This design comes from an exercise in tuning for small area, a short achievable clock period and few clock cycles per item on the open sky130 flow, not from production work. Where RTL was checked, it was by simulation tests only, not by an equivalence proof against the original.

Setup of job 101:
Design nco_waveform, start of the top module:
module nco_waveform (
    input  wire        clk,
    input  wire        rst,         
    input  wire        in_valid,
    output wire        in_ready,
    input  wire [31:0] p_in,
    input  wire [31:0] gain_in,
    input  wire [2:0]  wave_in,
    input  wire [31:0] rng_in,
    output reg         out_valid,
    output reg  [31:0] y_out,
    output reg  [31:0] rng_out
);
    localparam [23:0] D_MANT = 24'hC90FDB;      
    assign in_ready = 1'b1;
    integer i;
    reg v0, v1, v2, v3, v4, v5;
    always @(posedge clk) begin
        if (rst) begin
            v0 <= 1'b0; v1 <= 1'b0; v2 <= 1'b0; v3 <= 1'b0; v4 <= 1'b0; v5 <= 1'b0;
            out_valid <= 1'b0;
        end else begin
            v0 <= in_valid; v1 <= v0; v2 <= v1; v3 <= v2; v4 <= v3; v5 <= v4;
            out_valid <= v5;
        end
    end
    reg [30:0] p0;
    reg [23:0] pxn0;                      
    reg        pnz0;                      
    reg [31:0] g0, r0;
    reg [2:0]  w0;
  ...
export LEC_CHECK = 0
export CAP_MARGIN = 50
export CORE_MARGIN = 2
export CORE_UTILIZATION = 50
export CTS_CLUSTER_DIAMETER = 100
export CTS_CLUSTER_SIZE = 30
export SLEW_MARGIN = 70
export SYNTH_HIERARCHICAL = 1
create_clock -name core_clock -period 22.0 [get_ports {clk}]
run.sh (not shown) runs the stock make flow with config.mk's settings and CLKGATE_MAP_FILE= SYNTH_SCRIPT=/design/flow/synth_recipe.tcl, a recipe that flattens the netlist after the stock synthesis.
The following lists how job 102 was set up differently from job 101:
--- a/flow/design.v
+++ b/flow/design.v
@@ -514,31 +514,30 @@
     wire rb136, rb137;
     fa_cell u_rb136 (.a(rb90), .b(rb45), .c(rb89), .s(rb136), .co(rb137));
     wire rb138, rb139;
     fa_cell u_rb138 (.a(rb92), .b(rb49), .c(rb91), .s(rb138), .co(rb139));
     wire [25:0] rb_ra = {rb138, rb136, rb134, rb132, rb130, rb128, rb126, rb124, rb122, rb120, rb118, rb116, rb114, rb112, rb110, rb108, rb106, rb104, rb102, rb100, rb98, rb96, rb94, a1[2], a1[1], rb0};
     wire [25:0] rb_rb = {rb137, rb135, rb133, rb131, rb129, rb127, rb125, rb123, rb121, rb119, rb117, rb115, rb113, rb111, rb109, rb107, rb105, rb103, rb101, rb99, rb97, rb95, a1[0], rb1, a1[0], 1'b0};
     wire [25:0] b_r0 = rb_ra + rb_rb;                   
     wire        b_c  = !b_r0[25];
     wire [24:0] b_sh  = a1 >> s_rp1;
     wire        b_g   = a1[s_rp1 - 3'd1];
     wire        b_lo1 = (s_rp1 == 3'd1) || (s_rp1 == 3'd2 && a1[0]) ||
                         (s_rp1 == 3'd3 && (&a1[1:0])) || (s_rp1 == 3'd4 && (&a1[2:0]));
-    wire        tn_c23 = up1 & (&a1[22:0]);             
-    wire        tn_x23 = a1[23] ^ tn_c23;                
-    wire        flip1  = is_tri1 ? (a1[24] ^ (a1[23] & tn_c23)) : sqf1;    
-    wire [23:0] tn_mag = {1'b0, a1[22:0] ^ {23{!a1[23]}}} + {23'd0, up1 ^ !a1[23]};
-    wire        tn_z   = (a1[23] && (a1[22:0] == 23'd0) && !up1) ||
-                         (!a1[23] && tn_c23);                          
-    wire        tn_s   = !tn_z && (!tn_x23 ^ flip1);
+    wire [24:0] tn_n   = a1[24:0] + {24'd0, up1};
+    wire [23:0] tn_x   = tn_n[23:0];
+    wire        flip1  = is_tri1 ? tn_n[24] : sqf1;
+    wire [23:0] tn_mag = tn_x[23] ? {1'b0, tn_x[22:0]} : (24'h800000 - {1'b0, tn_x[22:0]});
+    wire        tn_z   = (tn_x == 24'h800000);
+    wire        tn_s   = !tn_z && (!tn_x[23] ^ flip1);
     reg [24:0] a2;                        
     reg        c2, g2r, lo2, z2, sg2, is_saw2, nanp2;
     reg [7:0]  evb2;
     reg [31:0] g2, r2;
     reg        gnz2;
     always @(posedge clk) begin
         gnz2    <= gnz1;
         a2      <= is_saw1 ? b_sh : {1'b0, tn_mag};
         c2      <= b_c;
         g2r     <= b_g;
         lo2     <= b_lo1;
         z2      <= is_saw1 ? s_zx1 : tn_z;
## What came out
- Compared with job 101, number of global-route vias before repair in job 102 increased slightly.
- From job 101 to job 102 the numbers moved as follows: final setup violation count did not really move, fraction of area in registers went down, number of well taps went up.
- Re maximum number of pins on one net before global-route repair: no difference whatsoever between job 101 and job 102.
- [job 102 vs job 101] wire length: higher in job 102
- Clock buffer count was lower in job 102 than in job 101.
- Job 102 vs job 101: number of multi-input combinational cells in the layout up by a few percent
- From job 101 to job 102 the numbers moved as follows: global-route total usage across every layer rose by 0.46 points, worst-case setup slack after placement went down, utilization lost 0.49 points.
Testbench counts of job 102, summed over its fixed seeds: cycles 3,256, items 3,200.
Function not checked in job 101: the RTL went through the layout flow alone.

========
## the baseline
Another version of the RTL of nco_waveform (not shown whole).
Size in the first run: ~4700 cells after synthesis, roughly 47000 um^2 of cells after synthesis.
clock: 22.0 ns
lec_check: 0
cap_margin: 50
core_margin: 2
core_utilization: 50
cts_cluster_diameter: 100
cts_cluster_size: 30
slew_margin: 70
synth_hierarchical: 1
Testbench counts of the baseline, summed over its fixed seeds: cycles 3,256, items 3,200.
What the candidate does differently from the baseline at the input level:
--- a/flow/design.v
+++ b/flow/design.v
@@ -2152,59 +2152,60 @@
     always @(*) begin
         c_tzg = 5'd24;
         c_tzv = 5'd24;
         for (i = 23; i >= 0; i = i - 1) begin
             if (c_gm[i]) c_tzg = i[4:0];
             if (m3[i])   c_tzv = i[4:0];
         end
     end
-    wire [5:0]  c_tzp = {1'b0, c_tzg} + {1'b0, c_tzv};                
-    wire        c_st  = c_tzp < 6'd22;                                  
+    wire        c_st  = ({1'b0, c_tzg} + {1'b0, c_tzv}) < 6'd22;      
     wire signed [9:0] c_e1 = $signed({2'd0, c_gep}) + $signed({2'd0, eb3}) - $signed({5'd0, lz3})
                            - 10'sd126;                                  
     wire signed [9:0] c_sh1r = 10'sd1 - c_e1;
     wire signed [9:0] c_sh0r = 10'sd2 - c_e1;
     wire [4:0]  c_sh1 = (c_sh1r <= 10'sd0) ? 5'd0 : ((c_sh1r > 10'sd26) ? 5'd26 : c_sh1r[4:0]);
     wire [4:0]  c_sh0 = (c_sh0r <= 10'sd0) ? 5'd0 : ((c_sh0r > 10'sd26) ? 5'd26 : c_sh0r[4:0]);
     wire        c_gnan = (c_ge == 8'hFF) && (g3[22:0] != 23'd0);
     wire        c_ginf = (c_ge == 8'hFF) && (g3[22:0] == 23'd0);
     wire        c_gz   = (g3[30:0] == 31'd0);
     reg [25:0] pa4, pb4;
     reg        ci4, st4;
     reg [7:0]  ef4;
     reg [4:0]  sh14, sh04;
-    reg [5:0]  tz4;
     reg        sy4, nanq4, inf4, zero4, nanp4;
     reg [31:0] r4;
     always @(posedge clk) begin
         pa4   <= mc_ra[47:22];
         pb4   <= mc_rb[47:22];
         ci4   <= c_lo[22];
         st4   <= c_st;
         ef4   <= c_e1[7:0];
         sh14  <= c_sh1;
         sh04  <= c_sh0;
-        tz4   <= c_tzp;
         sy4   <= g3[31] ^ sg3;
         nanq4 <= c_gnan || (c_ginf && z3);
         inf4  <= c_ginf && !z3;
         zero4 <= (c_gz || z3) && !c_gnan && !c_ginf;
         nanp4 <= nanp3;
         r4    <= r3;
     end
     wire [25:0] d_p  = ~(pa4 + pb4 + {25'd0, ci4});    
     wire        d_h  = d_p[25];
     wire [24:0] d_w  = d_h ? d_p[25:1] : d_p[24:0];    
     wire [7:0]  d_ef = d_h ? ef4 : (ef4 - 8'd1);
     wire [4:0]  d_sh = d_h ? sh14 : sh04;
     wire [24:0] d_ws = d_w >> d_sh;
-    wire        d_so1 = (tz4 <= 6'd22 + {1'b0, sh14});
-    wire        d_so0 = (tz4 < 6'd22 + {1'b0, sh04});
-    wire        d_so  = d_h ? d_so1 : d_so0;
+    reg  [4:0]  d_tz;                     
+    always @(*) begin
+        d_tz = 5'd26;
+        for (i = 25; i >= 0; i = i - 1)
+            if (d_p[i]) d_tz = i[4:0];
+    end
+    wire        d_so = d_h ? (d_tz <= sh14) : (d_tz < sh04);
     reg [23:0] m5;
     reg        rg5, rs5;
     reg [7:0]  ef5;
     reg        sy5, nanq5, inf5, zero5, nanp5;
     reg [31:0] r5;
     always @(posedge clk) begin
         m5    <= d_ws[24:1];
         rg5   <= d_ws[0];
Notes after the runs:
Against the baseline as the reference, the candidate delivers a lower violation count after the first detailed-routing iteration.
As far as core utilization is concerned, the baseline and the candidate perform about the same.
Diff the baseline -> the candidate: number of non-clock buffers in the layout moved down; xor and xnor area share after synthesis moved up.
| via count | the candidate vs the baseline | ≈ equal |
The mean instance size in the synthesized netlist of the candidate is lower than that of the baseline.
Relative to the baseline, floorplan core area has decreased by about 1.5% in the candidate.
The candidate against the baseline: post-route minimum period shows a reduction of 0.015 ns, final area shows a reduction of 670 um^2.
For the candidate, only the layout was checked, not whether the RTL still works.

[re-timing with driven ports]
The results above use ideal ports. As a check the final layouts listed here were re-extracted and re-timed, cells and wires unchanged. Step 1 (the two cells are an assumption about what drives the block):
set clk [get_ports {clk}]
set_driving_cell -lib_cell sky130_fd_sc_hd__clkbuf_16 $clk
set_driving_cell -lib_cell sky130_fd_sc_hd__buf_2 [delete_from_list [all_inputs] $clk]
Step 2 also shifts input and output timing later by t, the mid clock arrival at the registers, as if the neighbouring blocks saw the same clock. a / b / c = ideal / step 1 / step 2; a / b = the first two.
run	t (ns)	setup WS [ns]	worst register clock-pin slew, ns	worst slew at a driven data input, ns	cell pins on the clock port's net
job 101	0.686	16.024 / 15.953 / 16.241	0.11 / 0.11	0.06	1
job 102	0.674	16.062 / 15.995 / 16.294	0.11 / 0.11	0.05	1
the baseline	0.697	15.981 / 15.916 / 16.359	0.11 / 0.11	0.05	1
the candidate	0.716	15.996 / 15.933 / 16.257	0.11 / 0.11	0.05	1
After both steps every run listed still meets setup and hold.
